What follows belongs to an exercise in optimizing a design on an open flow for small area; a production flow would make more cautious choices. Only simulation tests tie the RTL to the original design; equivalence was not proved. Power and IR drop assume default switching activity.

Design mmb4l_link, start of the top module:
module mmb4l_link #(
  parameter integer W = 320,
  parameter integer H = 240,
  parameter [7:0] PREAMBLE_BYTE  = 8'hAA,
  parameter integer MAX_FRAME_LEN = 2990,
  parameter integer MIN_FRAME_LEN = 7
) (
  input  wire        clk,
  input  wire        rst,
  input  wire        in_valid,
  input  wire [7:0]  in_byte,
  input  wire        link_reset,
  output reg         pay_valid,
  output reg  [7:0]  pay_byte,
  output reg         frame_valid,
  output wire [7:0]  frame_cmd,
  output wire [11:0] frame_plen,
  output reg         drop_valid,
  output reg  [3:0]  drop_code,
  output reg         flush_valid,
  output wire [14:0] flush_x1,
  output wire [14:0] flush_y1,
  output wire [14:0] flush_x2,
  output wire [14:0] flush_y2
);
Settings: LEC_CHECK=0, CAP_MARGIN=20, CORE_MARGIN=2, CORE_UTILIZATION=40, CTS_BUF_LIST=sky130_fd_sc_hd__clkbuf_8, CTS_CLUSTER_DIAMETER=45, CTS_CLUSTER_SIZE=14, GPL_TIMING_DRIVEN=0, SLEW_MARGIN=20; clock period 18.0 ns.
standard.sh (not shown) runs the stock make flow with config.mk's settings and CLKGATE_MAP_FILE= SYNTH_SCRIPT=/design/flow/synth_recipe.tcl, a recipe that flattens the netlist after the stock synthesis.
==> flow/flow/run.sh <==
#!/bin/bash
# Layout flow: the standard synthesis, then the combinational logic of
# that netlist re-mapped by ABC for area (every register cell, its name and
# its type kept as synthesis made them), then the standard layout steps.
# Port buffers use the smallest buffer cell. Each tool's output goes to a
# log file of its own in this folder.
set -euo pipefail
export BUFFER_PORTS_ARGS="-buffer_cell sky130_fd_sc_hd__buf_1"
R=$PWD/orfs/results/$FLOW_PLATFORM/mmb4l_link/base
LIB=$FLOW_HOME/platforms/$FLOW_PLATFORM/lib/sky130_fd_sc_hd__tt_025C_1v80.lib
YOSYS=$FLOW_HOME/../tools/install/yosys/bin/yosys
[ -x "$YOSYS" ] || YOSYS=yosys

bash standard.sh synth > std_synth.log 2>&1
cp $R/1_2_yosys.v std_netlist.v
grep -oE 'sky130_fd_sc_hd__e?dfxtp_1 +[^ (]+' std_netlist.v | sort > regs_std.txt

# ABC scripts tried; the smallest result whose registers match is kept
I="topo; strash; dch; amap -F 5"
printf "strash; dc2; dch -f; amap -F 5; $I; $I\n" > reopt1.abc
printf "strash; dch; amap -F 10 -A 10; $I; $I\n" > reopt2.abc
printf "strash; ifraig; dc2; dch -f; amap -F 5; $I; $I\n" > reopt3.abc
printf "strash; dc2; dch -f; amap\n" > reopt4.abc
J="topo; strash; dch; amap -F 10 -A 10"
printf "strash; dch; amap -F 10 -A 10; $J; $J; $J; $J; $J\n" > reopt5.abc
best=""; best_area=""
for n in 1 2 3 4 5; do
  cat > reopt$n.ys <<EOS
read_liberty -ignore_miss_func $LIB
read_verilog std_netlist.v
hierarchy -top $FLOW_TOP
blackbox sky130_fd_sc_hd__dfxtp_1 sky130_fd_sc_hd__edfxtp_1 sky130_fd_sc_hd__conb_1
setattr -set keep 1 t:sky130_fd_sc_hd__dfxtp_1 t:sky130_fd_sc_hd__edfxtp_1
flatten
hierarchy -top $FLOW_TOP
opt -purge
abc -liberty $LIB -dont_use sky130_fd_sc_hd__lpflow_bleeder_1 -dont_use sky130_fd_sc_hd__lpflow_clkbufkapwr_1 -dont_use sky130_fd_sc_hd__lpflow_clkbufkapwr_16 -dont_use sky130_fd_sc_hd__lpflow_clkbufkapwr_2 -dont_use sky130_fd_sc_hd__lpflow_clkbufkapwr_4 -dont_use sky130_fd_sc_hd__lpflow_clkbufkapwr_8 -dont_use sky130_fd_sc_hd__lpflow_clkinvkapwr_1 -dont_use sky130_fd_sc_hd__lpflow_clkinvkapwr_16 -dont_use sky130_fd_sc_hd__lpflow_clkinvkapwr_2 -dont_use sky130_fd_sc_hd__lpflow_clkinvkapwr_4 -dont_use sky130_fd_sc_hd__lpflow_clkinvkapwr_8 -dont_use sky130_fd_sc_hd__lpflow_decapkapwr_12 -dont_use sky130_fd_sc_hd__lpflow_decapkapwr_3 -dont_use sky130_fd_sc_hd__lpflow_decapkapwr_4 -dont_use sky130_fd_sc_hd__lpflow_decapkapwr_6 -dont_use sky130_fd_sc_hd__lpflow_decapkapwr_8 -dont_use sky130_fd_sc_hd__lpflow_inputiso0n_1 -dont_use sky130_fd_sc_hd__lpflow_inputiso0p_1 -dont_use sky130_fd_sc_hd__lpflow_inputiso1n_1 -dont_use sky130_fd_sc_hd__lpflow_inputiso1p_1 -dont_use sky130_fd_sc_hd__lpflow_inputisolatch_1 -dont_use sky130_fd_sc_hd__lpflow_isobufsrc_1 -dont_use sky130_fd_sc_hd__lpflow_isobufsrc_16 -dont_use sky130_fd_sc_hd__lpflow_isobufsrc_2 -dont_use sky130_fd_sc_hd__lpflow_isobufsrc_4 -dont_use sky130_fd_sc_hd__lpflow_isobufsrc_8 -dont_use sky130_fd_sc_hd__lpflow_isobufsrckapwr_16 -dont_use sky130_fd_sc_hd__lpflow_lsbuf_lh_hl_isowell_tap_1 -dont_use sky130_fd_sc_hd__lpflow_lsbuf_lh_hl_isowell_tap_2 -dont_use sky130_fd_sc_hd__lpflow_lsbuf_lh_hl_isowell_tap_4 -dont_use sky130_fd_sc_hd__lpflow_lsbuf_lh_isowell_4 -dont_use sky130_fd_sc_hd__lpflow_lsbuf_lh_isowell_tap_1 -dont_use sky130_fd_sc_hd__lpflow_lsbuf_lh_isowell_tap_2 -dont_use sky130_fd_sc_hd__lpflow_lsbuf_lh_isowell_tap_4 -dont_use sky130_fd_sc_hd__probe_p_8 -dont_use sky130_fd_sc_hd__probec_p_8  -script reopt$n.abc
opt_clean -purge
tee -o reopt$n.stat stat -liberty $LIB
write_verilog -noattr -nohex -nodec reopt$n.v
EOS
  "$YOSYS" -l reopt$n.log -s reopt$n.ys > /dev/null 2>&1 || continue
  grep -oE 'sky130_fd_sc_hd__e?dfxtp_1 +[^ (]+' reopt$n.v | sort > regs_$n.txt
  cmp -s regs_std.txt regs_$n.txt || continue
  a=$(grep -oE "Chip area for module .*: [0-9.]+" reopt$n.stat | awk '{print $NF}' | head -1)
  [ -n "$a" ] || continue
  if [ -z "$best" ] || awk "BEGIN{exit !($a < $best_area)}"; then best=$n; best_area=$a; fi
done
echo "best: $best $best_area" > reopt_choice.log
if [ -n "$best" ] && [ -s regs_std.txt ]; then
  cp reopt$best.v $R/1_2_yosys.v
  touch $R/1_2_yosys.v
fi
bash standard.sh > std_layout.log 2>&1
Rerun with:
--- a/flow/design.v
+++ b/flow/design.v
@@ -36,21 +36,21 @@
       end
       add18[18] = c;
     end
   endfunction
   reg  [2:0]  st;         
   reg  [11:0] idx;        
   reg  [11:0] plen;       
   reg  [7:0]  csum;
   reg  [2:0]  k;          
   reg  [15:0] lox, loy;   
-  reg  [16:0] hix, hiy;   
+  reg  [15:0] hix, hiy;   
   reg  [6:0]  s;          
   reg         hw;         
   reg         zf;         
   reg  [14:0] sub;        
   reg  [9:0]  m;          
   reg  [1:0]  m3;         
   reg  [14:0] budget;
   reg         over;       
   assign frame_cmd  = {1'b0, k, 1'b0, k};
   assign frame_plen = plen;
@@ -90,31 +90,31 @@
   wire [2:0]  m_lo = by8 ? m[2:0] : mlo_dec[2:0];
   wire        m_bor = by8 || mlo_dec[3];
   wire [18:0] mhi_dec = add18({11'd0, m[9:3]}, 18'h3FFFF, !m_bor);
   wire [9:0]  m_next = (by8 && m[9:3] == 7'd0) ? 10'd0 : {mhi_dec[6:0], m_lo};
   wire        step0 = (idx[2:0] == 3'd0);
   wire        sbit  = step0 ? in_byte[7] : s[~idx[2:0]];
   wire [15:0] wv    = hw ? {1'b0, sub} : {6'd0, m};
   wire [15:0] hv    = hw ? {6'd0, m} : {1'b0, sub};
   wire [18:0] xh_m1 = add18({{10{lox[15]}}, lox[15:8]}, 18'h3FFFF, 1'b0);
   wire [18:0] yh_m1 = add18({{10{loy[15]}}, loy[15:8]}, 18'h3FFFF, 1'b0);
-  wire [16:0] ax_in = step0 ? xh_m1[16:0] : hix;
-  wire [16:0] ay_in = step0 ? yh_m1[16:0] : hiy;
+  wire [16:0] ax_in = step0 ? xh_m1[16:0] : {hix[15], hix};
+  wire [16:0] ay_in = step0 ? yh_m1[16:0] : {hiy[15], hiy};
   wire [18:0] ax_t  = add18({ax_in, lox[~idx[2:0]]}, {2'd0, sbit ? wv : 16'd0}, 1'b1);
   wire [18:0] ay_t  = add18({ay_in, loy[~idx[2:0]]}, {2'd0, sbit ? hv : 16'd0}, 1'b1);
   wire        ax_sat = !ax_t[17] && (ax_t[16] || ax_t[15]);
   wire        ay_sat = !ay_t[17] && (ay_t[16] || ay_t[15]);
   wire lx_big = !lox[15] && ((lox[14:9] != 6'd0) || (lox[8] && (lox[7] || lox[6])));
-  wire hx_big = !hix[16] && ((hix[15:9] != 7'd0) || (hix[8] && (hix[7] || hix[6])));
+  wire hx_big = !hix[15] && ((hix[14:9] != 6'd0) || (hix[8] && (hix[7] || hix[6])));
   wire ly_big = !loy[15] && ((loy[14:8] != 7'd0) || (loy[7:4] == 4'hF));
-  wire hy_big = !hiy[16] && ((hiy[15:8] != 8'd0) || (hiy[7:4] == 4'hF));
-  wire empty = lx_big || hix[16] || ly_big || hiy[16] || (is_draw && zf);
+  wire hy_big = !hiy[15] && ((hiy[14:8] != 7'd0) || (hiy[7:4] == 4'hF));
+  wire empty = lx_big || hix[15] || ly_big || hiy[15] || (is_draw && zf);
   wire [8:0] cx1 = lox[15] ? 9'd0 : lox[8:0];
   wire [8:0] cx2 = hx_big ? 9'd319 : hix[8:0];
   wire [7:0] cy1 = loy[15] ? 8'd0 : loy[7:0];
   wire [7:0] cy2 = hy_big ? 8'd239 : hiy[7:0];
   assign flush_x1 = {6'd0, cx1 & {9{!is_scrl}}};
   assign flush_y1 = {7'd0, cy1 & {8{!is_scrl}}};
   assign flush_x2 = {6'd0, is_scrl ? 9'd319 : cx2};
   assign flush_y2 = {7'd0, is_scrl ? 8'd239 : cy2};
   wire short_p = is_fill ? (plen < 12'd11) :
                  is_draw ? (budget[14:7] == 8'd0) || over || !m_zero :
@@ -199,27 +199,27 @@
             pay_valid <= 1'b1;
             idx <= idx + 12'd1;
             case (idx)
               12'd0: lox[7:0]  <= in_byte;
               12'd1: lox[15:8] <= in_byte;
               12'd2: loy[7:0]  <= in_byte;
               12'd3: loy[15:8] <= in_byte;
               12'd4: hix[7:0]  <= in_byte;
               12'd5: begin
                 lox <= c_lo;
-                hix <= {c_hi[15], c_hi};
+                hix <= c_hi;
                 sub <= (s_src[16:15] != 2'd0) ? 15'h7FFF : s_src[14:0];
               end
               12'd6: hiy[7:0]  <= in_byte;
               12'd7: begin
                 if (!is_draw) loy <= c_lo;
-                hiy <= {c_hi[15], c_hi};
+                hiy <= c_hi;
                 if (is_draw) sub <= (s_src[16:15] != 2'd0) ? 15'h7FFF : s_src[14:0];
                 hw     <= d_neg;
                 zf     <= (c_lo == 16'd0);
                 m      <= m_src[9:0];
                 m3     <= 2'd0;
                 over   <= (m_src[16:10] != 7'd0);
               end
               12'd8: begin
                 s <= in_byte[6:0];
                 if (in_byte == 8'd0) zf <= 1'b1;
@@ -236,19 +236,19 @@
               end else if (act) begin
                 if (m3 != 2'd2) begin
                   m3 <= m3 + 2'd1;
                 end else begin
                   m3 <= 2'd0;
                   m  <= m_next;
                 end
               end
             end
             if (in8 && is_draw) begin
-              hix <= ax_sat ? 17'h07FFF : ax_t[16:0];
-              hiy <= ay_sat ? 17'h07FFF : ay_t[16:0];
+              hix <= ax_sat ? 16'h7FFF : ax_t[15:0];
+              hiy <= ay_sat ? 16'h7FFF : ay_t[15:0];
             end
           end
         end
       endcase
     end
   end
 endmodule
=> The new run went through all stages and came out clean. Design area drops by 0.81%. Die area came out higher by about 0.34%. Wire length is lower by about 0.8%. Worst setup slack degrades by 1.4 ns. Via count went down by 1.3%. Power shrinks by 1.6%. Hold slack is worse by 0.016 ns. Area after synthesis came out higher by about 0.35%.

-- static timing again, ports no longer ideal --
The flow's constraints put no driver on any port. The routed layouts listed below were extracted and timed again, unchanged, in two steps. Step 1 assumes that a clkbuf_16 drives the clock port and a buf_2 every other input. Step 2 also shifts input and output timing later by t, the mid clock arrival at the registers, as if the neighbouring blocks saw the same clock. Slacks: ideal / step 1 / step 2; pairs: ideal / step 1.
| run | t (ns) | setup WS [ns] | worst slew at a driven data input, ns |
|---|---|---|---|
| the first run | 0.522 | 4.294 / 4.304 / 3.782 | 0.03 |
| the second run | 0.536 | 2.899 / 2.899 / 2.899 | 0.03 |
After both steps every run listed still meets setup and hold. For the first run, which loses most, drivers alone change the setup slack by +0.010 ns; drivers and shift together by -0.512 ns.
